From an optimization exercise on the open Yosys and OpenROAD flow, aimed at small area, a short achievable clock period and few clock cycles; shortcuts taken in it are not production practice. At most, simulation tests tie the RTL to the original design; equivalence was not proved. No functional check of the RTL was part of runs 1 to 3. Power and IR drop assume default switching activity.

## design.v

```verilog
module frame_serializer (
    input  wire         clk,
    input  wire         rst,
    input  wire         req_valid,
    output reg          req_ready,
    input  wire         op,           
    input  wire         ft,
    input  wire         aw,
    input  wire [31:0]  raw_id,
    input  wire [7:0]   sid_raw,
    input  wire [7:0]   nid_raw,
    input  wire [7:0]   plen,
    input  wire [119:0] pay,
    output reg          tx_valid,
    output reg  [7:0]   tx_data,
    output reg          tx_last,
    input  wire         tx_ready,
    output reg          resp_valid,
    output reg  [2:0]   status,
    output reg  [4:0]   wire_len
);
    localparam [2:0] ST_OK = 3'd0, ST_RANGE = 3'd1, ST_LEN = 3'd2;
    localparam [1:0] P_AA = 2'd0, P_CFG = 2'd1, P_ADDR = 2'd2, P_PAY = 2'd3;
    reg [1:0] ph;
    reg [1:0] k;      
    reg [3:0] j;      
    wire        pack_oor = (sid_raw > 8'd31) || (nid_raw > 8'd63);
    wire [31:0] addr     = op ? {21'd0, sid_raw[4:0], nid_raw[5:0]} : raw_id;
    wire        id_oor   = op ? pack_oor : (!aw && raw_id[31:16] != 16'd0);
    wire        len_bad  = plen > 8'd15;
    wire [7:0] cfg = {2'b11, aw, ft, plen[3:0]};
    wire       take     = tx_valid && tx_ready;
    wire       addr_end = aw ? (k == 2'd0) : (k == 2'd2);
    wire       pay_end  = (j == plen[3:0]);
    always @(posedge clk) begin
        status   <= id_oor ? ST_RANGE : (len_bad ? ST_LEN : ST_OK);
        wire_len <= (id_oor || len_bad) ? 5'd0
                  : (5'd5 + {3'd0, aw, 1'b0} + {1'b0, plen[3:0]});
        if (rst) begin
            req_ready  <= 1'b1;
            tx_valid   <= 1'b0;
            tx_last    <= 1'b0;
            resp_valid <= 1'b0;
        end else begin
            resp_valid <= 1'b0;
            if (req_ready && req_valid) begin
                req_ready <= 1'b0;
                if (id_oor || len_bad) begin
                    resp_valid <= 1'b1;
                    req_ready  <= 1'b1;
                end else begin
                    tx_valid <= 1'b1;
                    tx_data  <= 8'hAA;
                    tx_last  <= 1'b0;
                    ph       <= P_AA;
                    k        <= 2'd0;
                    j        <= 4'd0;
                end
            end else if (take) begin
                if (tx_last) begin
                    tx_valid   <= 1'b0;
                    tx_last    <= 1'b0;
                    resp_valid <= 1'b1;
                    req_ready  <= 1'b1;
                end else begin
                    case (ph)
                        P_AA: begin
                            tx_data <= cfg;
                            ph      <= P_CFG;
                        end
                        P_CFG: begin
                            tx_data <= addr[7:0];
                            k       <= 2'd1;
                            ph      <= P_ADDR;
                        end
                        P_ADDR: begin
                            if (!addr_end) begin
                                tx_data <= addr[8*k +: 8];
                                k       <= k + 2'd1;
                            end else if (plen[3:0] != 4'd0) begin
                                tx_data <= pay[7:0];
                                j       <= 4'd1;
                                ph      <= P_PAY;
                            end else begin
                                tx_data <= 8'h55;
                                tx_last <= 1'b1;
                            end
                        end
                        default: begin
                            if (!pay_end) begin
                                tx_data <= pay[8*j +: 8];
                                j       <= j + 4'd1;
                            end else begin
                                tx_data <= 8'h55;
                                tx_last <= 1'b1;
                            end
                        end
                    endcase
                end
            end
        end
    end
endmodule
module frame_deserializer (
    input  wire         clk,
    input  wire         rst,
    input  wire         req_valid,
    output reg          req_ready,
    input  wire         rx_valid,
    input  wire [7:0]   rx_data,
    input  wire         rx_timeout,
    output reg          rx_ready,
    output reg          resp_valid,
    output wire [2:0]   status,
    output wire         ft,
    output wire         aw,
    output wire [25:0]  sid,
    output wire [5:0]   nid,
    output wire [3:0]   plen,
    output wire [119:0] pay
);
    localparam [2:0] S_START = 3'd0, S_CFG = 3'd1, S_ADDR = 3'd2,
                     S_PAY = 3'd3, S_END = 3'd4;
    reg [2:0]   state;
    reg [5:0]   rx_cfg;
    reg [31:0]  rx_acc;
    reg [1:0]   k;
    reg [3:0]   j;
    reg [119:0] rx_buf;
    reg         st_desync, st_trunc;
    assign status = {st_trunc, st_desync, st_desync};
    assign ft     = rx_cfg[4];
    assign aw     = rx_cfg[5];
    assign plen   = rx_cfg[3:0];
    assign sid    = rx_acc[31:6];
    assign nid    = rx_acc[5:0];
    assign pay    = rx_buf;
    wire ev_byte = rx_ready && rx_valid;
    wire ev_none = rx_ready && !rx_valid && rx_timeout;
    wire ev      = ev_byte || ev_none;
    wire addr_last = rx_cfg[5] ? (k == 2'd3) : (k == 2'd1);
    wire pay_last  = (j == rx_cfg[3:0] - 4'd1);
    integer i;
    always @(posedge clk) begin
        if (state == S_CFG)
            rx_cfg <= rx_data[5:0];
        if (state == S_START)
            rx_acc[31:16] <= 16'd0;
        for (i = 0; i < 4; i = i + 1)
            if (state == S_ADDR && k == i)
                rx_acc[8*i +: 8] <= rx_data;
        for (i = 0; i < 15; i = i + 1)
            if (state == S_PAY && j == i)
                rx_buf[8*i +: 8] <= rx_data;
        if (rst) begin
            req_ready  <= 1'b1;
            rx_ready   <= 1'b0;
            resp_valid <= 1'b0;
        end else begin
            resp_valid <= 1'b0;
            if (req_ready && req_valid) begin
                req_ready <= 1'b0;
                rx_ready  <= 1'b1;
                state     <= S_START;
            end else if (ev) begin
                case (state)
                    S_START: begin
                        if (ev_byte && rx_data == 8'hAA) begin
                            state <= S_CFG;
                        end else begin
                            st_desync  <= 1'b1;
                            st_trunc   <= 1'b0;
                            resp_valid <= 1'b1;
                            rx_ready   <= 1'b0;
                            req_ready  <= 1'b1;
                        end
                    end
                    S_CFG: begin
                        k     <= 2'd0;
                        state <= S_ADDR;
                    end
                    S_ADDR: begin
                        k <= k + 2'd1;
                        if (addr_last) begin
                            j     <= 4'd0;
                            state <= (rx_cfg[3:0] != 4'd0) ? S_PAY : S_END;
                        end
                    end
                    S_PAY: begin
                        j <= j + 4'd1;
                        if (pay_last)
                            state <= S_END;
                    end
                    default: ;
                endcase
                if (state != S_START) begin
                    if (ev_none || state == S_END) begin
                        st_desync  <= 1'b0;
                        st_trunc   <= !(ev_byte && rx_data == 8'h55);
                        resp_valid <= 1'b1;
                        rx_ready   <= 1'b0;
                        req_ready  <= 1'b1;
                    end
                end
            end
        end
    end
endmodule
module frame_codec (
    input  wire         clk,
    input  wire         rst,
    input  wire         tx_req_valid,
    output wire         tx_req_ready,
    input  wire         tx_op,
    input  wire         tx_ft,
    input  wire         tx_aw,
    input  wire [31:0]  tx_raw_id,
    input  wire [7:0]   tx_sid,
    input  wire [7:0]   tx_nid,
    input  wire [7:0]   tx_plen,
    input  wire [119:0] tx_pay,
    output wire         tx_valid,
    output wire [7:0]   tx_data,
    output wire         tx_last,
    input  wire         tx_ready,
    output wire         tx_resp_valid,
    output wire [2:0]   tx_status,
    output wire [4:0]   tx_wire_len,
    input  wire         rx_req_valid,
    output wire         rx_req_ready,
    input  wire         rx_valid,
    input  wire [7:0]   rx_data,
    input  wire         rx_timeout,
    output wire         rx_ready,
    output wire         rx_resp_valid,
    output wire [2:0]   rx_status,
    output wire         rx_ft,
    output wire         rx_aw,
    output wire [25:0]  rx_sid,
    output wire [5:0]   rx_nid,
    output wire [3:0]   rx_plen,
    output wire [119:0] rx_pay
);
    frame_serializer u_tx (
        .clk(clk), .rst(rst),
        .req_valid(tx_req_valid), .req_ready(tx_req_ready),
        .op(tx_op), .ft(tx_ft), .aw(tx_aw), .raw_id(tx_raw_id),
        .sid_raw(tx_sid), .nid_raw(tx_nid), .plen(tx_plen), .pay(tx_pay),
        .tx_valid(tx_valid), .tx_data(tx_data), .tx_last(tx_last), .tx_ready(tx_ready),
        .resp_valid(tx_resp_valid), .status(tx_status), .wire_len(tx_wire_len)
    );
    frame_deserializer u_rx (
        .clk(clk), .rst(rst),
        .req_valid(rx_req_valid), .req_ready(rx_req_ready),
        .rx_valid(rx_valid), .rx_data(rx_data), .rx_timeout(rx_timeout), .rx_ready(rx_ready),
        .resp_valid(rx_resp_valid), .status(rx_status),
        .ft(rx_ft), .aw(rx_aw), .sid(rx_sid), .nid(rx_nid), .plen(rx_plen), .pay(rx_pay)
    );
endmodule
```

## run.sh

```bash
#!/bin/bash
# synth_recipe.tcl (not shown) runs the flow's synth.tcl, then flattens the netlist and writes it again
# the make line also repeats each setting of config.mk as NAME=value (left out here)
make -C /OpenROAD-flow-scripts/flow DESIGN_CONFIG=/design/flow/config.mk WORK_HOME=/design/flow/orfs CLKGATE_MAP_FILE= SYNTH_SCRIPT=/design/flow/synth_recipe.tcl finish
```

## config.mk

```make
export PLATFORM = sky130hd
export DESIGN_NAME = frame_codec
export DESIGN_NICKNAME = frame_codec
export VERILOG_FILES = /design/flow/design.v
export SDC_FILE = /design/flow/constraint.sdc
export NUM_CORES = 4
export LEC_CHECK = 0
export CAP_MARGIN = 20
export CORE_MARGIN = 2
export CORE_UTILIZATION = 40
export SLEW_MARGIN = 20
```

## constraint.sdc

```tcl
create_clock -name core_clock -period 6.0 [get_ports {clk}]
set_input_delay 1.2000 -clock core_clock [delete_from_list [all_inputs] [get_ports {clk}]]
set_output_delay 1.2000 -clock core_clock [all_outputs]
set_load 0.01 [all_outputs]
```

==> results of run 1 <==
## kinds of logic (layout without fill, tap and decap cells)
group           count (synthesis)  after routing  share of synthesized area
xor+xnor                       14             14                    0.01372
fa+ha+maj                      19             19                    0.02744
mux                            64             64                    0.09731
compound gates                110            110                    0.08737
other cells                     1              1                  0.0004196
simple gates                  158            158                    0.09437
flops                         199            199                     0.6530
buf+inv                        54            438                    0.02632
## placed cells by master (no fill, tap or decap), types with 10 or more instances in the layout
cell                              synthesis  final
sky130_fd_sc_hd__clkbuf_16                0     17
sky130_fd_sc_hd__dfxtp_1                 14     14
sky130_fd_sc_hd__mux2_2                  13     13
sky130_fd_sc_hd__mux2i_1                 34     34
sky130_fd_sc_hd__clkdlybuf4s50_1          0    376
sky130_fd_sc_hd__nor2_1                  45     45
sky130_fd_sc_hd__xnor2_1                 10     10
sky130_fd_sc_hd__nor3_1                  12     10
sky130_fd_sc_hd__edfxtp_1               185    185
sky130_fd_sc_hd__and3_1                  20     20
sky130_fd_sc_hd__a22oi_1                 10     10
sky130_fd_sc_hd__nand2_1                 29     29
sky130_fd_sc_hd__inv_1                   21     21
sky130_fd_sc_hd__o21ai_0                 11     11
sky130_fd_sc_hd__ha_1                    18     18
sky130_fd_sc_hd__mux4_2                  17     17
sky130_fd_sc_hd__a21oi_1                 23     23
## flip-flops by register name (all words and copies together), names as in the netlist, 3 cells and up
register       cells
u_rx.rx_buf      120
u_rx.rx_cfg        6
u_rx.j             4
u_rx.state         3
u_tx.tx_data       8
u_tx.j             4
u_tx.wire_len      5
u_rx.rx_acc       32
## Yosys cell counts (all sizes together), types with 3 or more instances
cell type / number / area (sq um)
nand4: 5 / 31.28
ha: 18 / 225.2
dfxtp: 14 / 280.3
mux4: 17 / 382.9
a211oi: 7 / 52.55
or2: 3 / 21.27
nand2: 29 / 108.9
edfxtp: 185 / 5555
buf: 15 / 88.83
nor3b: 3 / 22.52
o21ai: 11 / 55.05
nor3: 12 / 60.06
a221o: 3 / 30.03
a31oi: 9 / 56.30
nor2: 45 / 168.9
nor4bb: 4 / 40.04
mux2: 13 / 146.4
xor2: 4 / 35.03
xnor2: 10 / 87.58
o221ai: 3 / 26.28
nand3: 8 / 40.04
mux2i: 34 / 340.3
a21oi: 25 / 132.6
a22o: 5 / 43.79
clkbuf: 18 / 67.56
and2: 8 / 50.05
o211ai: 7 / 52.55
inv: 21 / 78.83
nor4: 7 / 83.83
a311oi: 5 / 43.79
nor2b: 8 / 50.05
a22oi: 10 / 75.07
and3: 20 / 125.1
## through the flow
stage,cell area (sq um),hold slack (ns),utilization,instances
finish,13570,0.5586,0.6199,1283
global placement,12960,0.5359,0.5921,1251
floorplan,8936,0.5404,-,619
global route,13570,0.5975,0.6199,1283
detailed placement,12960,0.5502,0.5921,1251
CTS,13560,0.5642,0.6193,1283
## routing by layer
layer / vias up / track usage
met1: 3264 / 0.2710
li1: 3151 / -
met4: 0 / 0.07733
met2: 360 / 0.4345
met3: 36 / 0.05897
met5: - / 0
## worst max path at each step
stage,start,slack [ns],end,cells after the start
after floorplan,tx_raw_id[30],3.07,u_tx.tx_data[0]$_SDFFCE_PP0P_,5
after global placement,tx_op,1.88,u_tx.tx_data[4]$_SDFFCE_PP0P_,6
after detailed placement,tx_op,1.78,u_tx.tx_data[6]$_SDFFCE_PP0P_,6
after CTS,tx_op,2.22,u_tx.tx_data[4]$_SDFFCE_PP0P_,6
after global routing,tx_op,2.01,u_tx.tx_data[6]$_SDFFCE_PP0P_,6
final,tx_op,2.22,u_tx.tx_data[4]$_SDFFCE_PP0P_,6
## layout make-up
class                      instances  area (sq um)  share of cell area
clock buffer                      17         425.4             0.03135
clock inverter                    15         171.4             0.01263
inverter                          21         78.83            0.005809
multi-input combinational        366          2878              0.2121
sequential                       199          5836              0.4300
tap                              280         350.3             0.02582
timing repair buffer             385          3831              0.2823
## power by group through the flow
stage          clock (mW)  combinational, mW  sequential, mW
5_1_grt              1.19              0.314            1.54
6_report             1.11              0.294            1.54
2_1_floorplan           0             0.0807            1.57
4_1_cts              1.14              0.297            1.54
3_3_place_gp            0              0.294            1.57
3_5_place_dp            0              0.296            1.57
## critical path: cells and delay by family
kind                   cells  cell delay, ns
and+or+nand+nor            4            1.65
AOI/OAI and AO/OA          1            0.06
buffers and inverters      1            0.93
==> impl_summary.log, run 1 <==
INFO  metric synth_edf_count = 185
INFO  metric outcome = no timing/DRC/antenna violations
INFO  metric seq_area_frac_synth = 0.6530
INFO  metric ys.warnings.count = 2
INFO  metric post_cts_resize_count = 0
INFO  metric totalPowerFinal = 2.941 mW
INFO  metric cpPeakStageDelay = 0.93 ns
INFO  metric netSwitchingFraction = 0.2292
INFO  metric leakage = 4.799 nW
INFO  metric ir_drop = 0.0001599 V
INFO  metric timing.hold.worst_path_depth = 2
INFO  metric timing.setup.tns = 0 ns
INFO  metric worst-endpoint-required = 6.06 ns
INFO  metric worst_clock_skew = 0.009591 ns
INFO  metric met2_length = 15010 um
INFO  metric post_drt_via_cell_ratio = 5.309
INFO  metric synth_cell_type_count = 63
INFO  metric antenna_diode_count = 0
INFO  metric dr.pass1.iters = 4
INFO  metric worstMarginPinSlew = 1.043 ns
INFO  metric met3_wirelength = 2114 um
INFO  metric worst_ep_arrival_time = 3.85 ns
INFO  metric final_min_period_over_clock_period = 0.6305
INFO  metric post-place-ws = 1.775 ns
INFO  metric final_net_count = 1203
INFO  metric cts_tree = yes
INFO  metric worstSkewPairLatency = 0.43 ns
INFO  metric top_signal_layer_used = met4
INFO  metric synthFlopType = sky130_fd_sc_hd__edfxtp_1
INFO  metric timing_max_transition_violations_final = 0
INFO  metric routed_wirelength = 28210 um
INFO  metric maxSlewHeadroom = 0.2991
INFO  metric cts.root.buffer_cell = sky130_fd_sc_hd__clkbuf_16
INFO  metric timing.critical_path.from_type = input pin
INFO  metric hold_buffers = 0
INFO  metric die-height = 153.5 um
INFO  metric startpoint_of_the_most_critical_register_to_register_path = u_tx.k[0]$_SDFFCE_PP0P_
INFO  metric hold_path.startpoint = u_rx.rx_ready$_SDFFE_PP0P_
INFO  metric wire_per_inst = 21.99 um
INFO  metric capturing_point_of_the_worst_reg2reg_path = u_tx.tx_data[3]$_SDFFCE_PP1P_
INFO  metric crit_path_end_kind = register
INFO  metric internal-power = 2.267 mW
INFO  metric postSynthRegisterBits = 199
INFO  metric series_of_cell_instances_along_the_critical_path = clkdlybuf4s50_1, or2_2, a41oi_1, nor4_1, nor2_1, nor2_1
INFO  metric io_buffer_count = 376
INFO  metric clk_pin_slew_worst_setup_hold_paths = 0.07 ns
INFO  metric postCtsSetupBuffers = 0
INFO  metric share_clk_of_total_power = 0.378
INFO  metric smallest_setup_slack_after_layout = 2.217 ns
INFO  metric hpwlAfterDp = 22170 um
INFO  metric grt_start_max_net_pins = 44
INFO  metric timing.setup.critical_path_class = input pin to register
INFO  metric drcViolationCount = 0
INFO  metric cp_max_fo = 15
INFO  metric total_routing_resource_utilization_after_global_routing = 0.2372
INFO  metric area_delta_synth_final = 51.86%
INFO  metric reg2reg_setup_slack = 3.17 ns
INFO  metric min-delay-path-class = register to register
INFO  metric cts_buffer_depth = 2
INFO  metric first_global_vias = 7145
INFO  metric fraction_of_final_layout_cells_with_drive_strength_greater_than_1 = 0.08574
INFO  metric cts_htree_levels = 4
INFO  metric remaining_overflow_grt = 0
INFO  metric placement_rows = 54
INFO  metric floorplan.io_pins = 378
INFO  metric timing.reg2reg.worst_path_depth = 7
INFO  metric setup_repair_after_global_routing_missed_its_margin = false
INFO  metric antenna_found_initial = 0
INFO  metric route.antenna.remaining_nets = 0
INFO  metric hold_end = u_rx.rx_ready$_SDFFE_PP0P_
INFO  metric power_density = 216.7 nW/um^2
INFO  metric crit_path_top_delay_cell = sky130_fd_sc_hd__clkdlybuf4s50_1
INFO  metric syn_area = 8936 sq um
INFO  metric p_comb_frac = 0.100
INFO  metric timing.final.crit_period = 3.783 ns
INFO  metric routed-via-count = 6811
INFO  metric power_frac_seq = 0.522
INFO  metric post_synth_inst_count = 619
INFO  metric p_sw = 674.0 uW
INFO  metric place.gp.congestion = 0.9022
INFO  metric synth_nets = 832
INFO  metric initial_utilization = 0.4082
INFO  metric clock-sinks = 199
INFO  metric synthArstFlopShare = 0
INFO  metric detail_route.iter0.violations = 354
INFO  metric report.final.setup_viol = 0
INFO  metric chipWidth = 153.5 um
INFO  metric final.fill_count = 1654
INFO  metric wl_met1 = 10400 um
INFO  metric hold_viol = 0
INFO  metric syn_area_per_cell = 14.44 sq um
INFO  metric maxCapViolCount = 0
INFO  metric maxClockFrequency = 0.2643 GHz
INFO  metric core_area = 21890 sq um
INFO  metric critical-path-top-cell-by-count = sky130_fd_sc_hd__nor2_1
INFO  metric die_area = 23550 sq um
INFO  metric first_pass_grt_wire_length = 42000 um
INFO  metric num_cts_buffers = 17
==> run 2: changes to the inputs <==
--- a/config.mk
+++ b/config.mk
@@ -8,4 +8,5 @@
 export CAP_MARGIN = 20
 export CORE_MARGIN = 2
 export CORE_UTILIZATION = 40
+export SETUP_SLACK_MARGIN = 3.9
 export SLEW_MARGIN = 20
==> impl_summary.log, run 2 <==
INFO  metric antenna_found_initial = 0 (unchanged)
INFO  metric crit_path_top_delay_cell = sky130_fd_sc_hd__or3_4
INFO  metric series_of_cell_instances_along_the_critical_path = buf_2, nor4_4, a41oi_2, or3_4, or2_4, a21oi_4
INFO  metric finalNonFillerCells = 1336 (+4.1%)
INFO  metric synth_cell_type_count = 63 (unchanged)
INFO  metric worst_ep_arrival_time = 2.62 ns (-1.23 ns)
INFO  metric place.gp.congestion = 0.9974 (+11%)
INFO  metric cp_max_fo = 4 (-11)
INFO  metric dr.pass1.iters = 5 (+1)
INFO  metric most_repeated_cell_in_the_gate_level_netlist_after_synthesis = sky130_fd_sc_hd__edfxtp_1
INFO  metric met3_wirelength = 2578 um (+22%)
INFO  metric cts_htree_levels = 4 (unchanged)
INFO  metric report.final.setup_viol = 0 (unchanged)
INFO  metric leakage = 5.609 nW (+17%)
INFO  metric area_delta_synth_final = 55.73%
INFO  metric synth_edf_count = 185 (unchanged)
INFO  metric clk_pin_slew_worst_setup_hold_paths = 0.08 ns (about the same)
INFO  metric remaining_overflow_grt = 0 (unchanged)
INFO  metric synthArstFlopShare = 0 (unchanged)
INFO  metric fraction_of_final_layout_cells_with_drive_strength_greater_than_1 = 0.4763 (+0.3906)
INFO  metric seq_area_frac_synth = 0.6530 (unchanged)
INFO  metric maxSlewHeadroom = 0.5490 (+0.2500)
INFO  metric post-place-ws = 2.271 ns (+0.4960 ns)
INFO  metric ys.warnings.count = 2 (unchanged)
INFO  metric outcome = no timing/DRC/antenna violations
INFO  metric cts.root.buffer_cell = sky130_fd_sc_hd__clkbuf_16
INFO  metric min-delay-path-class = register to register
INFO  metric worstMarginPinSlew = 0.6764 ns (-0.3669 ns)
INFO  metric crit_path_end_kind = register
INFO  metric totalPowerFinal = 3.059 mW (+4.0%)
INFO  metric synthFlopType = sky130_fd_sc_hd__edfxtp_1
INFO  metric num_cts_buffers = 17 (unchanged)
INFO  metric final.fill_count = 1693 (+2.4%)
INFO  metric most-common-layout-cells = 199 x sky130_fd_sc_hd__buf_2, 185 x sky130_fd_sc_hd__edfxtp_1, 60 x sky130_fd_sc_hd__buf_6
INFO  metric power_density = 219.9 nW/um^2 (+1.4%)
INFO  metric cp.buffers_inverters = 1 (unchanged)
INFO  metric total_routing_resource_utilization_after_global_routing = 0.2557 (+0.01857)
INFO  metric cts_buffer_depth = 2 (unchanged)
INFO  metric setup_repair_after_global_routing_missed_its_margin = true
INFO  metric smallest_setup_slack_after_layout = 3.503 ns (+1.286 ns)
INFO  metric clock-sinks = 199 (unchanged)
INFO  metric post-place-cells = 1251 (unchanged)
INFO  metric wire_per_inst = 23.11 um (+5.1%)
INFO  metric cell_taking_the_most_area_after_synthesis = sky130_fd_sc_hd__edfxtp_1
INFO  metric syn_area_per_cell = 14.44 sq um (unchanged)
INFO  metric core_area = 21890 sq um (unchanged)
INFO  metric synth.top_cells.by_area = sky130_fd_sc_hd__edfxtp_1 62%, sky130_fd_sc_hd__mux4_2 4.3%, sky130_fd_sc_hd__mux2i_1 3.8%, sky130_fd_sc_hd__dfxtp_1 3.1%, sky130_fd_sc_hd__ha_1 2.5%
INFO  metric synth_top_cell_area_share = 0.6217 (unchanged)
INFO  metric top_register_by_number_of_flip_flops = u_rx.rx_buf
INFO  metric worst_clock_skew = 0.009892 ns (+0.0003007 ns)
INFO  metric timing.setup.critical_path_class = input pin to register
INFO  metric post_drt_via_cell_ratio = 5.391 (+1.5%)
INFO  metric max_reg_flops = 120 (unchanged)
INFO  metric final_min_period_over_clock_period = 0.4161 (-0.2144)
INFO  metric timing_max_transition_violations_final = 0 (unchanged)
INFO  metric syn_area = 8936 sq um (unchanged)
INFO  metric timing.critical_path.max_delay_family = simple AND/OR/NAND/NOR gates
INFO  metric worst-endpoint-required = 6.13 ns (+0.07 ns)
INFO  metric ir_drop = 0.0002002 V (+25%)
INFO  metric sequential_cell_area = 5858 sq um (+0.39%)
INFO  metric cpPeakStageDelay = 0.37 ns (-0.56 ns)
INFO  metric die_area = 23550 sq um (unchanged)
INFO  metric placement_rows = 54 (unchanged)
INFO  metric io_buffer_count = 376 (unchanged)
INFO  metric maxClockFrequency = 0.4005 GHz (+52%)
INFO  metric hpwlAfterDp = 21650 um (-2.4%)
INFO  metric routed_wirelength = 30880 um (+9.5%)
INFO  metric worstSkewPairLatency = 0.43 ns (about the same)
INFO  metric timing.critical_path.from_type = input pin
INFO  metric hold_viol = 0 (unchanged)
INFO  metric mostFrequentLayoutCell = sky130_fd_sc_hd__buf_2
INFO  metric top_signal_layer_used = met4
INFO  metric met2_length = 16680 um (+11%)
INFO  metric floorplan.io_pins = 378 (unchanged)
INFO  metric detail_route.iter0.violations = 452 (+28%)
INFO  metric postSynthRegisterBits = 199 (unchanged)
INFO  metric biggestRegsByFlops = u_rx.rx_buf x120, u_rx.rx_acc x32, u_tx.tx_data x8
INFO  metric hold_buffers = 0 (unchanged)
INFO  metric antenna_diode_count = 0 (unchanged)
INFO  metric drcViolationCount = 0 (unchanged)
INFO  metric die-height = 153.5 um (unchanged)
INFO  metric chipWidth = 153.5 um (unchanged)
INFO  metric route.antenna.remaining_nets = 0 (unchanged)
INFO  metric first_global_vias = 7329 (+2.6%)
INFO  metric maxCapViolCount = 0 (unchanged)
INFO  metric timing.setup.tns = 0 ns (unchanged)
INFO  metric cts_tree = yes
INFO  metric yosys-top-cells-count = 185 x sky130_fd_sc_hd__edfxtp_1, 45 x sky130_fd_sc_hd__nor2_1, 34 x sky130_fd_sc_hd__mux2i_1, 29 x sky130_fd_sc_hd__nand2_1, 23 x sky130_fd_sc_hd__a21oi_1
INFO  metric synth_nets = 832 (unchanged)
INFO  metric final_net_count = 1256 (+4.4%)
INFO  metric timing.final.crit_period = 2.497 ns (-1.286 ns)
INFO  metric post_synth_inst_count = 619 (unchanged)
INFO  metric wl_met1 = 11080 um (+6.5%)
INFO  metric routed-via-count = 7202 (+5.7%)
INFO  metric first_pass_grt_wire_length = 44970 um (+7.1%)
INFO  metric grt_start_max_net_pins = 44 (unchanged)
INFO  metric initial_utilization = 0.4082 (unchanged)
INFO  metric multi_input_area = 3447 sq um (+20%)
==> run 2: final cells by class <==
class                      instances  share of cell area
timing repair buffer             438              0.2543
clock buffer                      17             0.03057
tap                              280             0.02518
clock inverter                    15             0.01564
sequential                       199              0.4210
inverter                          21            0.005664
multi-input combinational        366              0.2477
==> run 2: routing by layer <==
metal  vias to the layer above  global-route usage
met5                         -                   0
met4                         0             0.05636
met3                        35             0.06153
met2                       387              0.4858
met1                      3516              0.2901
li1                       3264                   -
==> run 2: kinds of logic (layout without fill, tap and decap cells) <==
kind of cell               Yosys count  after routing  share of synthesized area
DFF                                199            199                     0.6530
and+or+nand+nor                    158            158                    0.09437
AOI/OAI and AO/OA                  110            110                    0.08737
muxes                               64             64                    0.09731
buffers and inverters               54            491                    0.02632
adders and majority gates           19             19                    0.02744
xor gates and xnor gates            14             14                    0.01372
other                                1              1                  0.0004196
==> run 2: worst paths after layout <==
path	startpoint	to	slack [ns]	depth (start not counted)
hold reg to reg	u_rx.req_ready$_SDFFE_PP1P_	u_rx.req_ready$_SDFFE_PP1P_	0.61	2
setup reg to reg	u_tx.j[0]$_SDFFCE_PP0P_	u_tx.tx_data[3]$_SDFFCE_PP1P_	3.87	5
hold / removal	u_rx.req_ready$_SDFFE_PP1P_	u_rx.req_ready$_SDFFE_PP1P_	0.61	2
setup / recovery	tx_raw_id[28]	u_tx.j[1]$_SDFFCE_PN0P_	3.50	6
==> run 2: power breakdown <==
group	internal, mW	total [mW]	switching, mW
registers	1.53	1.53	0.00865
clock network	0.616	1.19	0.572
logic	0.192	0.338	0.146
total	2.33	3.06	0.726
==> run 2: worst register-to-register path: cells and delay by family (launching register included) <==
family | cells | cell delay [ns]
compound gates | 3 | 0.60
buf+inv | 1 | 0.32
flops | 1 | 0.34
mux | 1 | 0.59
==> run 2: metrics by stage <==
step / hold slack, ns / instance area [sq um] / utilization
2_1_floorplan: 0.5448 / 9099 / -
3_3_place_gp: 0.5520 / 13090 / 0.5977
3_5_place_dp: 0.5475 / 13090 / 0.5977
4_1_cts: 0.6155 / 13400 / 0.6123
5_1_grt: 0.6353 / 13920 / 0.6357
6_report: 0.6114 / 13920 / 0.6357
==> run 2: timing repair <==
item | in CTS | in global routing
setup endpoints to repair | 415 | 346
resized for setup | 1229 | 105
cloned | 4 | 0
buffers inserted | 35 | 14
pin swaps | 57 | 47
==> run 3: changes to the inputs <==
==> flow/run.sh (new file) <==
#!/bin/bash
# Standard layout, with the port buffers made of the smallest buffer cell.
set -euo pipefail
export BUFFER_PORTS_ARGS="-buffer_cell sky130_fd_sc_hd__buf_1"
bash standard.sh > flow_make.log 2>&1
==> standard.sh (new file) <==
#!/bin/bash
# synth_recipe.tcl (not shown) runs the flow's synth.tcl, then flattens the netlist and writes it again
# the make line also repeats each setting of config.mk as NAME=value (left out here)
make -C /OpenROAD-flow-scripts/flow DESIGN_CONFIG=/design/flow/config.mk WORK_HOME=/design/flow/orfs CLKGATE_MAP_FILE= SYNTH_SCRIPT=/design/flow/synth_recipe.tcl "${@:-finish}"
removed: run.sh
==> impl_summary.log, run 3 <==
INFO  metric final.fill_count = 1774 (+4.8%)
INFO  metric ys.warnings.count = 2 (unchanged)
INFO  metric maxSlewHeadroom = 0.3953 (-0.1537)
INFO  metric initial_utilization = 0.4082 (unchanged)
INFO  metric drcViolationCount = 0 (unchanged)
INFO  metric die-height = 153.5 um (unchanged)
INFO  metric synthArstFlopShare = 0 (unchanged)
INFO  metric postSynthRegisterBits = 199 (unchanged)
INFO  metric clk_pin_slew_worst_setup_hold_paths = 0.08 ns (about the same)
INFO  metric sequential_cell_area = 5854 sq um (about the same)
INFO  metric smallest_setup_slack_after_layout = 3.561 ns (+0.05738 ns)
INFO  metric final_min_period_over_clock_period = 0.4066 (-0.009563)
INFO  metric dr.pass1.iters = 5 (unchanged)
INFO  metric area_delta_synth_final = 44.43%
INFO  metric route.antenna.remaining_nets = 0 (unchanged)
INFO  metric top_register_by_number_of_flip_flops = u_rx.rx_buf
INFO  metric final_net_count = 1264 (+0.64%)
INFO  metric outcome = no timing/DRC/antenna violations
INFO  metric synth_nets = 832 (unchanged)
INFO  metric num_cts_buffers = 17 (unchanged)
INFO  metric multi_input_area = 3286 sq um (-4.7%)
INFO  metric first_pass_grt_wire_length = 42590 um (-5.3%)
INFO  metric timing.setup.critical_path_class = input pin to register
INFO  metric antenna_found_initial = 3 (+3)
INFO  metric grt_start_max_net_pins = 44 (unchanged)
INFO  metric most_repeated_cell_in_the_gate_level_netlist_after_synthesis = sky130_fd_sc_hd__edfxtp_1
INFO  metric biggestRegsByFlops = u_rx.rx_buf x120, u_rx.rx_acc x32, u_tx.tx_data x8
INFO  metric synth_edf_count = 185 (unchanged)
INFO  metric post_synth_inst_count = 619 (unchanged)
INFO  metric min-delay-path-class = register to register
INFO  metric cts.root.buffer_cell = sky130_fd_sc_hd__clkbuf_16
INFO  metric synthFlopType = sky130_fd_sc_hd__edfxtp_1
INFO  metric clock-sinks = 199 (unchanged)
INFO  metric maxClockFrequency = 0.4099 GHz (+2.4%)
INFO  metric post-place-ws = 2.648 ns (+0.3766 ns)
INFO  metric crit_path_end_kind = register
INFO  metric timing_max_transition_violations_final = 0 (unchanged)
INFO  metric timing.final.crit_period = 2.439 ns (-0.05738 ns)
INFO  metric routed_wirelength = 29520 um (-4.4%)
INFO  metric leakage = 4.927 nW (-12%)
INFO  metric core_util_final = 0.5896 (-0.04613)
INFO  metric place.gp.congestion = 0.9702 (-2.7%)
INFO  metric routed-via-count = 7160 (-0.58%)
INFO  metric max_reg_flops = 120 (unchanged)
INFO  metric worst_ep_arrival_time = 2.56 ns (-0.06 ns)
INFO  metric most-common-layout-cells = 193 x sky130_fd_sc_hd__buf_1, 185 x sky130_fd_sc_hd__edfxtp_1, 113 x sky130_fd_sc_hd__clkbuf_2
INFO  metric first_global_vias = 7078 (-3.4%)
INFO  metric fraction_of_final_layout_cells_with_drive_strength_greater_than_1 = 0.3754 (-0.1010)
INFO  metric timing.critical_path.from_type = input pin
INFO  metric maxCapViolCount = 0 (unchanged)
INFO  metric floorplan.io_pins = 378 (unchanged)
INFO  metric total_routing_resource_utilization_after_global_routing = 0.2447 (-0.01107)
INFO  metric wire_per_inst = 21.93 um (-5.1%)
INFO  metric cts_buffer_depth = 2 (unchanged)
INFO  metric remaining_overflow_grt = 0 (unchanged)
INFO  metric syn_area = 8936 sq um (unchanged)
INFO  metric placement_rows = 54 (unchanged)
INFO  metric seq_area_frac_synth = 0.6530 (unchanged)
INFO  metric chipWidth = 153.5 um (unchanged)
INFO  metric die_area = 23550 sq um (unchanged)
INFO  metric setup_repair_after_global_routing_missed_its_margin = true
INFO  metric ir_drop = 0.0001501 V (-25%)
INFO  metric worstMarginPinSlew = 0.9065 ns (+0.2300 ns)
INFO  metric detail_route.iter0.violations = 391 (-13%)
INFO  metric cell_taking_the_most_area_after_synthesis = sky130_fd_sc_hd__edfxtp_1
INFO  metric report.final.setup_viol = 0 (unchanged)
INFO  metric io_buffer_count = 376 (unchanged)
INFO  metric hpwlAfterDp = 19650 um (-9.2%)
INFO  metric power_density = 229.3 nW/um^2 (+4.3%)
INFO  metric synth_cell_type_count = 63 (unchanged)
INFO  metric timing.setup.tns = 0 ns (unchanged)
INFO  metric core_area = 21890 sq um (unchanged)
INFO  metric yosys-top-cells-count = 185 x sky130_fd_sc_hd__edfxtp_1, 45 x sky130_fd_sc_hd__nor2_1, 34 x sky130_fd_sc_hd__mux2i_1, 29 x sky130_fd_sc_hd__nand2_1, 23 x sky130_fd_sc_hd__a21oi_1
INFO  metric cts_tree = yes
INFO  metric worst_clock_skew = 0.01190 ns (+0.002008 ns)
INFO  metric synth_top_cell_area_share = 0.6217 (unchanged)
INFO  metric mostFrequentLayoutCell = sky130_fd_sc_hd__buf_1
INFO  metric syn_area_per_cell = 14.44 sq um (unchanged)
INFO  metric cp_max_fo = 4 (unchanged)
INFO  metric cts_htree_levels = 4 (unchanged)
INFO  metric post_drt_via_cell_ratio = 5.319 (-1.3%)
INFO  metric worstSkewPairLatency = 0.43 ns (about the same)
INFO  metric synth.top_cells.by_area = sky130_fd_sc_hd__edfxtp_1 62%, sky130_fd_sc_hd__mux4_2 4.3%, sky130_fd_sc_hd__mux2i_1 3.8%, sky130_fd_sc_hd__dfxtp_1 3.1%, sky130_fd_sc_hd__ha_1 2.5%
INFO  metric hold_viol = 0 (unchanged)
INFO  metric worst-endpoint-required = 6.12 ns (about the same)
-- run 3: cell counts after synthesis --
Identical to the previous run, type by type.
-- run 3: metrics by stage --
step / power (mW) / hold slack (ns) / instances / instance area (sq um)
2_1_floorplan: 1.659 / 0.5448 / 619 / 9099
3_3_place_gp: 1.770 / 0.5394 / 1256 / 10770
3_5_place_dp: 1.772 / 0.5437 / 1256 / 10770
4_1_cts: 2.960 / 0.6052 / 1333 / 12460
5_1_grt: 3.053 / 0.6278 / 1346 / 12910
6_report: 2.959 / 0.6001 / 1346 / 12910
-- run 3: final timing paths --
kind / startpoint / to / slack [ns] / depth (start not counted)
worst max register to register: u_tx.j[0]$_SDFFCE_PP0P_ / u_tx.tx_data[0]$_SDFFCE_PP0P_ / 3.91 / 6
worst max-delay path: tx_raw_id[23] / u_tx.j[2]$_SDFFCE_PN0P_ / 3.56 / 6
worst min register to register: u_rx.st_trunc$_DFFE_PP_ / u_rx.st_trunc$_DFFE_PP_ / 0.60 / 1
worst min-delay path: u_rx.st_trunc$_DFFE_PP_ / u_rx.st_trunc$_DFFE_PP_ / 0.60 / 1
-- run 3: timing repair --
action,in CTS,in global routing
resized for setup,190,170
endpoints found under the setup margin,341,345
gates cloned,7,0
buffers inserted,39,10
hold buffers,0,0
pin swaps,31,27
-- run 3: worst max-delay path, stage by stage --
cell and delay, ns:
sky130_fd_sc_hd__buf_6 0.10, sky130_fd_sc_hd__nor4_4 0.27, sky130_fd_sc_hd__a41oi_2 0.16, sky130_fd_sc_hd__or3_4 0.35
sky130_fd_sc_hd__or2_4 0.26, sky130_fd_sc_hd__a21oi_4 0.21
-- run 3: routing by layer --
metal	up-vias	part of all wire	GRT usage
met5	-	0	0
met4	0	0.037	0.1027
met3	47	0.070	0.04962
met2	387	0.53	0.4447
met1	3451	0.37	0.2803
li1	3275	-	-
-- run 3: report_power, final --
group | internal [mW] | leakage, nW | switching (mW)
logic | 0.148 | 2.84 | 0.145
registers | 1.53 | 1.80 | 0.00762
clock network | 0.566 | 0.292 | 0.566
total | 2.24 | 4.93 | 0.718
-- run 3: cells by family (layout without fill, tap and decap cells) --
| kind of cell | Yosys count | in the layout | share of synthesized area |
|---|---|---|---|
| DFF | 199 | 199 | 0.6530 |
| and+or+nand+nor | 158 | 158 | 0.09437 |
| xor gates and xnor gates | 14 | 14 | 0.01372 |
| other | 1 | 4 | 0.0004196 |
| muxes | 64 | 64 | 0.09731 |
| buffers and inverters | 54 | 498 | 0.02632 |
| AOI/OAI and AO/OA | 110 | 110 | 0.08737 |
| adders and majority gates | 19 | 19 | 0.02744 |
-- run 3: area by class of cell --
| cell class | instances | share of cell area |
|---|---|---|
| flip-flops and latches | 199 | 0.4536 |
| multi-input cells | 366 | 0.2546 |
| repair buffers | 446 | 0.2109 |
| clock buffers | 17 | 0.03296 |
| well taps | 280 | 0.02714 |
| clock inverters | 14 | 0.01415 |
| inverters | 21 | 0.006108 |
| diodes | 3 | 0.0005817 |
==> run 4: changes to the inputs <==
--- a/design.v
+++ b/design.v
@@ -20,8 +20,7 @@
     output reg  [4:0]   wire_len
 );
     localparam [2:0] ST_OK = 3'd0, ST_RANGE = 3'd1, ST_LEN = 3'd2;
-    localparam [1:0] P_AA = 2'd0, P_CFG = 2'd1, P_ADDR = 2'd2, P_PAY = 2'd3;
-    reg [1:0] ph;
+    reg       ph_aa, ph_cfg, ph_addr, ph_pay;
     reg [1:0] k;      
     reg [3:0] j;      
     wire        pack_oor = (sid_raw > 8'd31) || (nid_raw > 8'd63);
@@ -29,13 +28,48 @@
     wire        id_oor   = op ? pack_oor : (!aw && raw_id[31:16] != 16'd0);
     wire        len_bad  = plen > 8'd15;
     wire [7:0] cfg = {2'b11, aw, ft, plen[3:0]};
-    wire       take     = tx_valid && tx_ready;
-    wire       addr_end = aw ? (k == 2'd0) : (k == 2'd2);
-    wire       pay_end  = (j == plen[3:0]);
+    wire take     = tx_valid && tx_ready;
+    wire addr_end = aw ? (k == 2'd0) : (k == 2'd2);
+    wire in_body  = ph_pay || (ph_addr && addr_end);
+    wire body_end = (j == plen[3:0]);
+    wire sel_addr = ph_cfg || (ph_addr && !addr_end);
+    wire sel_pay  = in_body && !body_end;
+    wire sel_end  = in_body && body_end;
+    reg [7:0] addr_byte, pay_byte;
+    integer i;
+    always @(*) begin
+        addr_byte = 8'd0;
+        for (i = 0; i < 4; i = i + 1)
+            addr_byte = addr_byte | ({8{k == i}} & addr[8*i +: 8]);
+        pay_byte = 8'd0;
+        for (i = 0; i < 15; i = i + 1)
+            pay_byte = pay_byte | ({8{j == i}} & pay[8*i +: 8]);
+    end
+    wire [7:0] nxt = ({8{ph_aa}} & cfg) | ({8{sel_addr}} & addr_byte)
+                   | ({8{sel_pay}} & pay_byte) | ({8{sel_end}} & 8'h55);
     always @(posedge clk) begin
         status   <= id_oor ? ST_RANGE : (len_bad ? ST_LEN : ST_OK);
         wire_len <= (id_oor || len_bad) ? 5'd0
                   : (5'd5 + {3'd0, aw, 1'b0} + {1'b0, plen[3:0]});
+        if (rst || req_ready) begin
+            tx_data <= 8'hAA;
+            ph_aa   <= 1'b1;
+            ph_cfg  <= 1'b0;
+            ph_addr <= 1'b0;
+            ph_pay  <= 1'b0;
+            k       <= 2'd0;
+            j       <= 4'd0;
+        end else if (take) begin
+            tx_data <= nxt;
+            ph_aa   <= 1'b0;
+            ph_cfg  <= ph_aa;
+            ph_addr <= sel_addr;
+            ph_pay  <= sel_pay;
+            if (sel_addr)
+                k <= k + 2'd1;
+            if (sel_pay)
+                j <= j + 4'd1;
+        end
         if (rst) begin
             req_ready  <= 1'b1;
             tx_valid   <= 1'b0;
@@ -50,52 +84,14 @@
                     req_ready  <= 1'b1;
                 end else begin
                     tx_valid <= 1'b1;
-                    tx_data  <= 8'hAA;
-                    tx_last  <= 1'b0;
-                    ph       <= P_AA;
-                    k        <= 2'd0;
-                    j        <= 4'd0;
                 end
             end else if (take) begin
+                tx_last <= sel_end;
                 if (tx_last) begin
                     tx_valid   <= 1'b0;
                     tx_last    <= 1'b0;
                     resp_valid <= 1'b1;
                     req_ready  <= 1'b1;
-                end else begin
-                    case (ph)
-                        P_AA: begin
-                            tx_data <= cfg;
-                            ph      <= P_CFG;
-                        end
-                        P_CFG: begin
-                            tx_data <= addr[7:0];
-                            k       <= 2'd1;
-                            ph      <= P_ADDR;
-                        end
-                        P_ADDR: begin
-                            if (!addr_end) begin
-                                tx_data <= addr[8*k +: 8];
-                                k       <= k + 2'd1;
-                            end else if (plen[3:0] != 4'd0) begin
-                                tx_data <= pay[7:0];
-                                j       <= 4'd1;
-                                ph      <= P_PAY;
-                            end else begin
-                                tx_data <= 8'h55;
-                                tx_last <= 1'b1;
-                            end
-                        end
-                        default: begin
-                            if (!pay_end) begin
-                                tx_data <= pay[8*j +: 8];
-                                j       <= j + 4'd1;
-                            end else begin
-                                tx_data <= 8'h55;
-                                tx_last <= 1'b1;
-                            end
-                        end
-                    endcase
                 end
             end
         end
==> impl_summary.log, run 4 <==
INFO  metric outcome = no timing/DRC/antenna violations
INFO  metric timing.critical_path.max_delay_family = flip-flops
INFO  metric postSynthRegisterBits = 201 (+1.0%)
INFO  metric timing_max_transition_violations_final = 0 (unchanged)
INFO  metric cpPeakStageDelay = 0.43 ns (+0.08 ns)
INFO  metric placement_rows = 53 (-1.9%)
INFO  metric power_density = 244.4 nW/um^2 (+6.6%)
INFO  metric most-common-layout-cells = 187 x sky130_fd_sc_hd__buf_1, 169 x sky130_fd_sc_hd__edfxtp_1, 106 x sky130_fd_sc_hd__clkbuf_2
INFO  metric clock-sinks = 201 (+1.0%)
INFO  metric clk_pin_slew_worst_setup_hold_paths = 0.06 ns (-0.02 ns)
INFO  metric series_of_cell_instances_along_the_critical_path = buf_6
INFO  metric leakage = 4.684 nW (-4.9%)
INFO  metric cp.buffers_inverters = 1 (unchanged)
INFO  metric cell_taking_the_most_area_after_synthesis = sky130_fd_sc_hd__edfxtp_1
INFO  metric ys.warnings.count = 2 (unchanged)
INFO  metric worst_clock_skew = 0.008194 ns (-0.003706 ns)
INFO  metric timing.setup.critical_path_class = register to output port
INFO  metric dr.pass1.iters = 6 (+1)
INFO  metric post-place-cells = 1267 (+0.88%)
INFO  metric seq_area_frac_synth = 0.6613 (+0.008224)
INFO  metric routed-via-count = 7049 (-1.6%)
INFO  metric cts_tree = yes
INFO  metric synth_top_cell_area_share = 0.5871 (-0.03453)
INFO  metric num_cts_buffers = 20 (+3)
INFO  metric syn_area = 8643 sq um (-3.3%)
INFO  metric setup_repair_after_global_routing_missed_its_margin = true
INFO  metric floorplan.io_pins = 378 (unchanged)
INFO  metric maxSlewHeadroom = 0.5155 (+0.1201)
INFO  metric initial_utilization = 0.4099 (+0.001665)
INFO  metric grt_start_max_net_pins = 43 (-2.3%)
INFO  metric hold_viol = 0 (unchanged)
INFO  metric synth.top_cells.by_area = sky130_fd_sc_hd__edfxtp_1 59%, sky130_fd_sc_hd__dfxtp_1 7.4%, sky130_fd_sc_hd__ha_1 2.6%, sky130_fd_sc_hd__a22oi_1 1.9%, sky130_fd_sc_hd__nand2_1 1.9%
INFO  metric area_delta_synth_final = 43.24%
INFO  metric die-height = 151.0 um (-1.6%)
INFO  metric wire_per_inst = 20.45 um (-6.7%)
INFO  metric crit_path_end_kind = output port
INFO  metric finalNonFillerCells = 1353 (+0.52%)
INFO  metric core_area = 21090 sq um (-3.7%)
INFO  metric cp_max_fo = 2 (-2)
INFO  metric first_global_vias = 6616 (-6.5%)
INFO  metric timing.setup.tns = 0 ns (unchanged)
INFO  metric synthArstFlopShare = 0 (unchanged)
INFO  metric cts_buffer_depth = 3 (+1)
INFO  metric startpoint_of_the_most_critical_register_to_register_path = u_rx.rx_cfg[0]$_DFFE_PP_
INFO  metric worstSkewPairLatency = 0.48 ns (+0.05 ns)
INFO  metric top_register_by_number_of_flip_flops = u_rx.rx_buf
INFO  metric detail_route.iter0.violations = 350 (-10%)
INFO  metric io_buffer_count = 376 (unchanged)
INFO  metric total_routing_resource_utilization_after_global_routing = 0.2227 (-0.02195)
INFO  metric drcViolationCount = 0 (unchanged)
INFO  metric crit_path_top_delay_cell = sky130_fd_sc_hd__edfxtp_1
INFO  metric hold_path.startpoint = u_tx.ph_pay$_SDFFE_PP0P_
INFO  metric syn_area_per_cell = 13.44 sq um (-6.9%)
INFO  metric fraction_of_final_layout_cells_with_drive_strength_greater_than_1 = 0.3454 (-0.02995)
INFO  metric synth_nets = 856 (+2.9%)
INFO  metric chipWidth = 151.0 um (-1.6%)
INFO  metric synthFlopType = sky130_fd_sc_hd__edfxtp_1
INFO  metric synth_cell_type_count = 70 (+11%)
INFO  metric report.final.setup_viol = 0 (unchanged)
INFO  metric timing.critical_path.from_type = register
INFO  metric post_drt_via_cell_ratio = 5.210 (-2.1%)
INFO  metric maxClockFrequency = 0.4400 GHz (+7.3%)
INFO  metric timing.final.crit_period = 2.273 ns (-0.1667 ns)
INFO  metric worst_setup_path_startpoint = u_rx.rx_cfg[0]$_DFFE_PP_
INFO  metric yosys-top-cells-count = 169 x sky130_fd_sc_hd__edfxtp_1, 43 x sky130_fd_sc_hd__nand2_1, 32 x sky130_fd_sc_hd__dfxtp_1, 31 x sky130_fd_sc_hd__nor2_1, 29 x sky130_fd_sc_hd__a21oi_1
INFO  metric maxCapViolCount = 0 (unchanged)
INFO  metric ir_drop = 0.0001559 V (+3.9%)
INFO  metric worst-endpoint-required = 4.80 ns (-1.32 ns)
INFO  metric most_repeated_cell_in_the_gate_level_netlist_after_synthesis = sky130_fd_sc_hd__edfxtp_1
INFO  metric place.gp.congestion = 0.8348 (-14%)
INFO  metric cts.root.buffer_cell = sky130_fd_sc_hd__clkbuf_16
INFO  metric route.antenna.remaining_nets = 0 (unchanged)
INFO  metric post_synth_inst_count = 643 (+3.9%)
INFO  metric die_area = 22800 sq um (-3.2%)
INFO  metric antenna_found_initial = 1 (-2)
INFO  metric remaining_overflow_grt = 0 (unchanged)
INFO  metric max_reg_flops = 120 (unchanged)
INFO  metric core_util_final = 0.5871 (-0.002462)
INFO  metric mostFrequentLayoutCell = sky130_fd_sc_hd__buf_1
INFO  metric final.fill_count = 1783 (+0.51%)
INFO  metric biggestRegsByFlops = u_rx.rx_buf x120, u_rx.rx_acc x32, u_tx.tx_data x8
INFO  metric min-delay-path-class = register to register
INFO  metric hpwlAfterDp = 18470 um (-6.0%)
INFO  metric first_pass_grt_wire_length = 38270 um (-10%)
INFO  metric final_min_period_over_clock_period = 0.3788 (-0.02778)
INFO  metric totalPowerFinal = 3.025 mW (+2.2%)
INFO  metric synth_edf_count = 169 (-8.6%)
INFO  metric worst_ep_arrival_time = 1.07 ns (-1.49 ns)
INFO  metric final_net_count = 1276 (+0.95%)
INFO  metric worstMarginPinSlew = 0.7241 ns (-0.1824 ns)
INFO  metric routed_wirelength = 27670 um (-6.3%)
INFO  metric cts_htree_levels = 1 (-3)
## run 4: changes by cell type after synthesis, sizes merged, moves of 6 or more
cell | previous run | this run
mux2i | 34 | 10
dfxtp | 14 | 32
edfxtp | 185 | 169
o21ai | 11 | 27
mux4 | 17 | 2
nand2 | 29 | 43
nand3 | 8 | 22
nor2 | 45 | 31
a221oi | 1 | 14
a222oi | 0 | 12
a22oi | 10 | 22
and2 | 8 | 19
a31oi | 9 | 3
mux2 | 13 | 7
## run 4: report_power, final
group,switching (mW),internal [mW],leakage (nW)
logic,0.112,0.107,2.55
clock network,0.495,0.782,0.331
registers,0.00702,1.52,1.80
total,0.613,2.41,4.68
## run 4: layer usage
| metal | share of wire | track usage | up-vias |
|---|---|---|---|
| li1 | - | - | 3322 |
| met1 | 0.37 | 0.2644 | 3341 |
| met2 | 0.53 | 0.4055 | 346 |
| met3 | 0.073 | 0.04398 | 40 |
| met4 | 0.028 | 0.07150 | 0 |
| met5 | 0 | 0 | - |
## run 4: area by class of cell
type                    count  area, sq um  area share
flip-flops and latches    201         5753      0.4647
inverters                  20        77.57    0.006266
well taps                 275        344.1     0.02779
multi-input cells         382         2973      0.2401
clock buffers              27        558.0     0.04507
clock inverters             9        120.1    0.009702
diodes                      1        2.502   0.0002021
repair buffers            438         2552      0.2062
## run 4: final timing paths
check | end | slack, ns | cells after the start
max | rx_plen[0] | 3.73 | 1
min | u_tx.ph_pay$_SDFFE_PP0P_ | 0.48 | 2
max reg2reg | u_rx.state[1]$_SDFFCE_PP0P_ | 3.90 | 9
min reg2reg | u_tx.ph_pay$_SDFFE_PP0P_ | 0.48 | 2
## run 4: cells by family (layout without fill, tap and decap cells)
logic type | count (synthesis) | in the layout | share of synthesized area
buffers and inverters | 60 | 494 | 0.03199
flip-flops | 201 | 201 | 0.6613
adder cells (fa/ha/maj) | 19 | 19 | 0.02837
AND/OR/NAND/NOR | 172 | 172 | 0.1060
AO/OA/AOI/OAI | 153 | 153 | 0.1278
other | 1 | 2 | 0.0004339
XOR/XNOR | 18 | 18 | 0.01824
multiplexers | 19 | 19 | 0.02591
## run 4: metrics by stage
step / worst slack (ns) / cell area (sq um) / hold WS [ns]
floorplan: 3.532 / 8743 / 0.4367
global placement: 3.094 / 10390 / 0.4768
detailed placement: 3.011 / 10390 / 0.4677
CTS: 3.712 / 11710 / 0.4758
global route: 3.699 / 12380 / 0.5030
finish: 3.727 / 12380 / 0.4791
## run 4: timing repair
item	in CTS	in global routing
endpoints found under the setup margin	212	296
gates cloned	4	3
gates resized for setup	152	205
hold endpoints to repair	0	0
hold buffers	0	0
pin swaps	11	16
buffers inserted	23	19
Testbench counts of run 4, summed over its fixed seeds: cycles 56,146.
==> run 5: changes to the inputs <==
--- a/config.mk
+++ b/config.mk
@@ -8,5 +8,5 @@
 export CAP_MARGIN = 20
 export CORE_MARGIN = 2
 export CORE_UTILIZATION = 40
-export SETUP_SLACK_MARGIN = 3.9
+export SETUP_SLACK_MARGIN = 3.7
 export SLEW_MARGIN = 20
==> impl_summary.log, run 5 <==
INFO  metric ir_drop = 0.0001886 V (+21%)
INFO  metric timing_max_transition_violations_final = 0 (unchanged)
INFO  metric worstSkewPairLatency = 0.50 ns (+0.02 ns)
INFO  metric cts.root.buffer_cell = sky130_fd_sc_hd__clkbuf_16
INFO  metric timing.reg2reg.worst_path_depth = 7 (-2)
INFO  metric critical_path_depth = 1 (unchanged)
INFO  metric total_routing_resource_utilization_after_global_routing = 0.2073 (-0.01537)
INFO  metric setup_repair_after_global_routing_missed_its_margin = true
INFO  metric clock-sinks = 201 (unchanged)
INFO  metric yosys-top-cells-count = 169 x sky130_fd_sc_hd__edfxtp_1, 43 x sky130_fd_sc_hd__nand2_1, 32 x sky130_fd_sc_hd__dfxtp_1, 31 x sky130_fd_sc_hd__nor2_1, 29 x sky130_fd_sc_hd__a21oi_1
INFO  metric clk_pin_slew_worst_setup_hold_paths = 0.07 ns (about the same)
INFO  metric mostFrequentLayoutCell = sky130_fd_sc_hd__buf_1
INFO  metric biggestRegsByFlops = u_rx.rx_buf x120, u_rx.rx_acc x32, u_tx.tx_data x8
INFO  metric ys.warnings.count = 2 (unchanged)
INFO  metric io_buffer_count = 376 (unchanged)
INFO  metric crit_path_end_kind = output port
INFO  metric capturing_point_of_the_worst_reg2reg_path = u_tx.tx_data[2]$_SDFFE_PP0P_
INFO  metric timing.critical_path.from_type = register
INFO  metric outcome = no timing/DRC/antenna violations
INFO  metric multi_input_area = 2716 sq um (-8.6%)
INFO  metric core_area = 21090 sq um (unchanged)
INFO  metric antenna_found_initial = 3 (+2)
INFO  metric syn_area = 8643 sq um (unchanged)
INFO  metric startpoint_of_the_most_critical_register_to_register_path = u_tx.k[0]$_SDFFE_PP0P_
INFO  metric synthArstFlopShare = 0 (unchanged)
INFO  metric floorplan.io_pins = 378 (unchanged)
INFO  metric series_of_cell_instances_along_the_critical_path = buf_1
INFO  metric timing.critical_path.max_delay_family = flip-flops
INFO  metric maxCapViolCount = 0 (unchanged)
INFO  metric most_repeated_cell_in_the_gate_level_netlist_after_synthesis = sky130_fd_sc_hd__edfxtp_1
INFO  metric die_area = 22800 sq um (unchanged)
INFO  metric synth_cell_type_count = 70 (unchanged)
INFO  metric synth_nets = 856 (unchanged)
INFO  metric hold_end = u_tx.ph_pay$_SDFFE_PP0P_
INFO  metric postSynthRegisterBits = 201 (unchanged)
INFO  metric worstMarginPinSlew = 0.7506 ns (+0.02648 ns)
INFO  metric hpwlAfterDp = 18410 um (-0.37%)
INFO  metric worst_clock_skew = 0.02040 ns (+0.01221 ns)
INFO  metric area_delta_synth_final = 28.59%
INFO  metric synth.top_cells.by_area = sky130_fd_sc_hd__edfxtp_1 59%, sky130_fd_sc_hd__dfxtp_1 7.4%, sky130_fd_sc_hd__ha_1 2.6%, sky130_fd_sc_hd__a22oi_1 1.9%, sky130_fd_sc_hd__nand2_1 1.9%
INFO  metric cell_taking_the_most_area_after_synthesis = sky130_fd_sc_hd__edfxtp_1
INFO  metric routed-via-count = 6868 (-2.6%)
INFO  metric drcViolationCount = 0 (unchanged)
INFO  metric routed_wirelength = 25040 um (-9.5%)
INFO  metric crit_path_top_delay_cell = sky130_fd_sc_hd__edfxtp_1
INFO  metric worst_ep_arrival_time = 1.09 ns (+0.02 ns)
INFO  metric first_global_vias = 6380 (-3.6%)
INFO  metric smallest_setup_slack_after_layout = 3.712 ns (-0.01530 ns)
INFO  metric wire_per_inst = 19.06 um (-6.8%)
INFO  metric cpPeakStageDelay = 0.44 ns (about the same)
INFO  metric leakage = 3.708 nW (-21%)
INFO  metric cts_htree_levels = 1 (unchanged)
INFO  metric reg2reg_setup_slack = 3.83 ns (-0.07 ns)
INFO  metric num_cts_buffers = 21 (+5.0%)
INFO  metric initial_utilization = 0.4099 (unchanged)
INFO  metric maxSlewHeadroom = 0.4991 (-0.01641)
INFO  metric final_net_count = 1234 (-3.3%)
INFO  metric cp.buffers_inverters = 1 (unchanged)
INFO  metric top_register_by_number_of_flip_flops = u_rx.rx_buf
INFO  metric dr.pass1.iters = 5 (-1)
INFO  metric final.fill_count = 1934 (+8.5%)
INFO  metric timing.hold.worst_path_depth = 2 (unchanged)
INFO  metric max_reg_flops = 120 (unchanged)
INFO  metric report.final.setup_viol = 0 (unchanged)
INFO  metric most-common-layout-cells = 361 x sky130_fd_sc_hd__buf_1, 169 x sky130_fd_sc_hd__edfxtp_1, 42 x sky130_fd_sc_hd__nand2_1
INFO  metric synth_edf_count = 169 (unchanged)
INFO  metric first_pass_grt_wire_length = 35850 um (-6.3%)
INFO  metric synthFlopType = sky130_fd_sc_hd__edfxtp_1
INFO  metric placement_rows = 53 (unchanged)
INFO  metric timing.final.crit_period = 2.288 ns (+0.01530 ns)
INFO  metric cts_buffer_depth = 3 (unchanged)
INFO  metric route.antenna.remaining_nets = 0 (unchanged)
INFO  metric grt_start_max_net_pins = 45 (+4.7%)
INFO  metric post_drt_via_cell_ratio = 5.227 (+0.32%)
INFO  metric timing.setup.tns = 0 ns (unchanged)
INFO  metric seq_area_frac_synth = 0.6613 (unchanged)
INFO  metric synth_top_cell_area_share = 0.5871 (unchanged)
INFO  metric hold_viol = 0 (unchanged)
INFO  metric post_synth_inst_count = 643 (unchanged)
INFO  metric place.gp.congestion = 0.8466 (+1.4%)
INFO  metric power_density = 261.2 nW/um^2 (+6.9%)
INFO  metric worst-endpoint-required = 4.80 ns (about the same)
INFO  metric min-delay-path-class = register to register
INFO  metric sequential_cell_area = 5723 sq um (-0.52%)
INFO  metric syn_area_per_cell = 13.44 sq um (unchanged)
INFO  metric post-place-ws = 2.719 ns (-0.2918 ns)
INFO  metric remaining_overflow_grt = 0 (unchanged)
INFO  metric maxClockFrequency = 0.4371 GHz (-0.67%)
INFO  metric cp_max_fo = 3 (+1)
INFO  metric timing.setup.critical_path_class = register to output port
INFO  metric chipWidth = 151.0 um (unchanged)
INFO  metric final_min_period_over_clock_period = 0.3813 (+0.002550)
INFO  metric hold_path.startpoint = u_tx.ph_pay$_SDFFE_PP0P_
INFO  metric cts_tree = yes
INFO  metric detail_route.iter0.violations = 298 (-15%)
INFO  metric die-height = 151.0 um (unchanged)
INFO  metric fraction_of_final_layout_cells_with_drive_strength_greater_than_1 = 0.09942 (-0.2460)
INFO  metric hold_buffers = 0 (unchanged)
-- run 5: how the worst max path moves through the flow --
| stage | start | endpoint | slack, ns |
|---|---|---|---|
| floorplan | tx_sid[6] | u_tx.req_ready$_SDFFE_PP1P_ | 3.53 |
| global placement | rx_data[3] | u_rx.state[0]$_SDFFCE_PP0P_ | 2.82 |
| detailed placement | rx_data[3] | u_rx.state[1]$_SDFFCE_PP0P_ | 2.72 |
| CTS | u_rx.st_desync$_DFFE_PP_ | rx_status[1] | 3.68 |
| global route | tx_aw | u_tx.tx_data[2]$_SDFFE_PP0P_ | 3.66 |
| finish | u_rx.st_desync$_DFFE_PP_ | rx_status[1] | 3.71 |
-- run 5: cell type report --
type	instances	area share
clock inverters	11	0.006980
diodes	3	0.0006754
flip-flops and latches	201	0.5149
repair buffers	395	0.1441
clock buffers	27	0.05122
inverters	20	0.006754
multi-input cells	382	0.2444
well taps	275	0.03096
-- run 5: timing repair --
item	in CTS	in global routing
setup buffers	4	1
resized for setup	15	24
setup endpoints to repair	20	23
pin swaps	0	3
-- run 5: metal layers --
layer  wire, um  GRT usage  part of all wire
met5          0          0                 0
met4        568    0.05794             0.023
met3       2070    0.03705             0.083
met2      12720     0.3709              0.51
met1       9679     0.2579              0.39
-- run 5: worst reg2reg max path, stage by stage, from the launching register on --
cell	delay [ns]
sky130_fd_sc_hd__dfxtp_1	0.35
sky130_fd_sc_hd__inv_1	0.09
sky130_fd_sc_hd__ha_1	0.36
sky130_fd_sc_hd__mux2i_2	0.15
sky130_fd_sc_hd__o21ba_4	0.24
sky130_fd_sc_hd__or4_4	0.58
sky130_fd_sc_hd__a41o_1	0.26
sky130_fd_sc_hd__o21ai_0	0.07
-- run 5: cells by family after synthesis --
kind of cell	after synthesis	share of synthesized area
flip-flops	201	0.6613
multiplexers	19	0.02591
other	1	0.0004339
adder cells (fa/ha/maj)	19	0.02837
buffers and inverters	60	0.03199
AND/OR/NAND/NOR	172	0.1060
XOR/XNOR	18	0.01824
AO/OA/AOI/OAI	153	0.1278
-- run 5: power breakdown --
part	switching (mW)	total (mW)	internal, mW
clock network	0.526	1.21	0.679
registers	0.00683	1.53	1.52
logic	0.0976	0.167	0.0699
-- run 5: per-stage QoR --
| stage | total power, mW | util | std cells | hold WS [ns] | area (sq um) |
|---|---|---|---|---|---|
| CTS | 2.929 | 0.5233 | 1310 | 0.4668 | 11030 |
| detailed placement | 1.725 | 0.4900 | 1268 | 0.4578 | 10330 |
| global route | 3.003 | 0.5271 | 1314 | 0.4891 | 11110 |
| global placement | 1.724 | 0.4899 | 1268 | 0.4474 | 10330 |
| finish | 2.903 | 0.5271 | 1314 | 0.4619 | 11110 |
| floorplan | 1.624 | - | 643 | 0.4361 | 8672 |
==> run 6: changes to the inputs <==
--- a/config.mk
+++ b/config.mk
@@ -8,5 +8,5 @@
 export CAP_MARGIN = 20
 export CORE_MARGIN = 2
 export CORE_UTILIZATION = 40
-export SETUP_SLACK_MARGIN = 3.7
+export SETUP_SLACK_MARGIN = 3.6
 export SLEW_MARGIN = 20
==> impl_summary.log, run 6 <==
INFO  metric reg2reg_setup_slack = 3.77 ns (-0.06 ns)
INFO  metric cpPeakStageDelay = 0.54 ns (+0.10 ns)
INFO  metric place.gp.congestion = 0.8715 (+2.9%)
INFO  metric post-place-ws = 3.037 ns (+0.3180 ns)
INFO  metric io_buffer_count = 376 (unchanged)
INFO  metric die-height = 151.0 um (unchanged)
INFO  metric finalInstanceArea = 11030 sq um (-0.79%)
INFO  metric mostFrequentLayoutCell = sky130_fd_sc_hd__buf_1
INFO  metric timing.setup.critical_path_class = input pin to register
INFO  metric syn_area = 8643 sq um (unchanged)
INFO  metric series_of_cell_instances_along_the_critical_path = buf_1, or2_4, or4_4, a21o_1, o311ai_1
INFO  metric most_repeated_cell_in_the_gate_level_netlist_after_synthesis = sky130_fd_sc_hd__edfxtp_1
INFO  metric route.antenna.remaining_nets = 0 (unchanged)
INFO  metric initial_utilization = 0.4099 (unchanged)
INFO  metric seq_area_frac_synth = 0.6613 (unchanged)
INFO  metric worst_clock_skew = 0.01728 ns (-0.003118 ns)
INFO  metric synth.top_cells.by_area = sky130_fd_sc_hd__edfxtp_1 59%, sky130_fd_sc_hd__dfxtp_1 7.4%, sky130_fd_sc_hd__ha_1 2.6%, sky130_fd_sc_hd__a22oi_1 1.9%, sky130_fd_sc_hd__nand2_1 1.9%
INFO  metric routed-via-count = 6815 (-0.77%)
INFO  metric timing.setup.tns = 0 ns (unchanged)
INFO  metric outcome = no timing/DRC/antenna violations
INFO  metric post_dp_cell_area = 10310 sq um (-0.21%)
INFO  metric ys.warnings.count = 2 (unchanged)
INFO  metric crit_path_top_delay_cell = sky130_fd_sc_hd__or4_4
INFO  metric fin_worst_hold_slack = 0.4771 ns (+0.01519 ns)
INFO  metric met1_usage_grt = 0.2597 (+0.001731)
INFO  metric worst-endpoint-required = 6.38 ns (+1.58 ns)
INFO  metric ir_drop = 0.0001307 V (-31%)
INFO  metric biggestRegsByFlops = u_rx.rx_buf x120, u_rx.rx_acc x32, u_tx.tx_data x8
INFO  metric timing_max_transition_violations_final = 0 (unchanged)
INFO  metric cts_buffer_depth = 3 (unchanged)
INFO  metric groute.layer.met3.usage = 0.02922 (-0.007831)
INFO  metric dr.pass1.iters = 8 (+3)
INFO  metric synth_edf_count = 169 (unchanged)
INFO  metric worstSkewPairLatency = 0.49 ns (about the same)
==> run 6: cell counts after synthesis <==
Identical to the previous run, type by type.
==> run 6: routing by layer <==
| metal | up-vias | wire length [um] |
|---|---|---|
| met2 | 346 | 12860 |
| met5 | - | 0 |
| met3 | 26 | 1818 |
| li1 | 3227 | - |
| met1 | 3216 | 9773 |
| met4 | 0 | 408 |
==> run 6: kinds of logic (layout without fill, tap and decap cells) <==
| kind of cell | after synthesis | after routing | synth area share |
|---|---|---|---|
| multiplexers | 19 | 19 | 0.02591 |
| AND/OR/NAND/NOR | 172 | 172 | 0.1060 |
| buffers and inverters | 60 | 448 | 0.03199 |
| AO/OA/AOI/OAI | 153 | 153 | 0.1278 |
| adder cells (fa/ha/maj) | 19 | 19 | 0.02837 |
| other | 1 | 1 | 0.0004339 |
| XOR/XNOR | 18 | 18 | 0.01824 |
| flip-flops | 201 | 201 | 0.6613 |
==> run 6: worst max-delay path, delay by kind of cell <==
family / cells / cell delay (ns)
buf+inv: 1 / 0.27
compound gates: 2 / 0.28
simple gates: 2 / 0.95
==> run 6: final timing paths <==
path	startpoint	to	cells past startpoint
worst max-delay path	rst	u_tx.tx_data[4]$_SDFFE_PP0P_	5
worst min-delay path	u_tx.ph_pay$_SDFFE_PP0P_	u_tx.ph_pay$_SDFFE_PP0P_	2
worst max register to register	u_tx.k[0]$_SDFFE_PP0P_	u_tx.tx_data[4]$_SDFFE_PP0P_	7
worst min register to register	u_tx.ph_pay$_SDFFE_PP0P_	u_tx.ph_pay$_SDFFE_PP0P_	2
==> run 6: layout make-up <==
| class | instances | area (sq um) | share of cell area |
|---|---|---|---|
| Timing Repair Buffer | 390 | 1533 | 0.1390 |
| Inverter | 20 | 75.07 | 0.006808 |
| Tap cell | 275 | 344.1 | 0.03120 |
| Clock inverter | 13 | 126.4 | 0.01146 |
| Sequential cell | 201 | 5718 | 0.5186 |
| Multi-Input combinational cell | 382 | 2690 | 0.2440 |
| Clock buffer | 25 | 540.5 | 0.04902 |
==> run 6: per-stage QoR <==
| stage | power, mW | utilization |
|---|---|---|
| floorplan | 1.623 | - |
| global placement | 1.722 | 0.4889 |
| detailed placement | 1.724 | 0.4890 |
| CTS | 2.977 | 0.5209 |
| global route | 3.052 | 0.5229 |
| finish | 2.950 | 0.5229 |
==> run 6: power breakdown <==
group          internal, mW  switching, mW  leakage, nW  total, mW
logic                0.0668         0.0960         1.54      0.163
clock network         0.736          0.520        0.324       1.26
registers              1.52        0.00713         1.80       1.53
total                  2.33          0.623         3.66       2.95
==> run 6: what timing repair did <==
item                       CTS  global route
pin swaps                    0             2
gates resized for setup      2            14
setup endpoints to repair    2            13

Setup slack of run 6, layout unchanged: 3.675 ns with ideal ports, 3.644 ns with driving cells assumed (clock clkbuf_16, inputs buf_2), 3.170 ns with port delays also shifted by the 0.530 ns mid clock arrival.
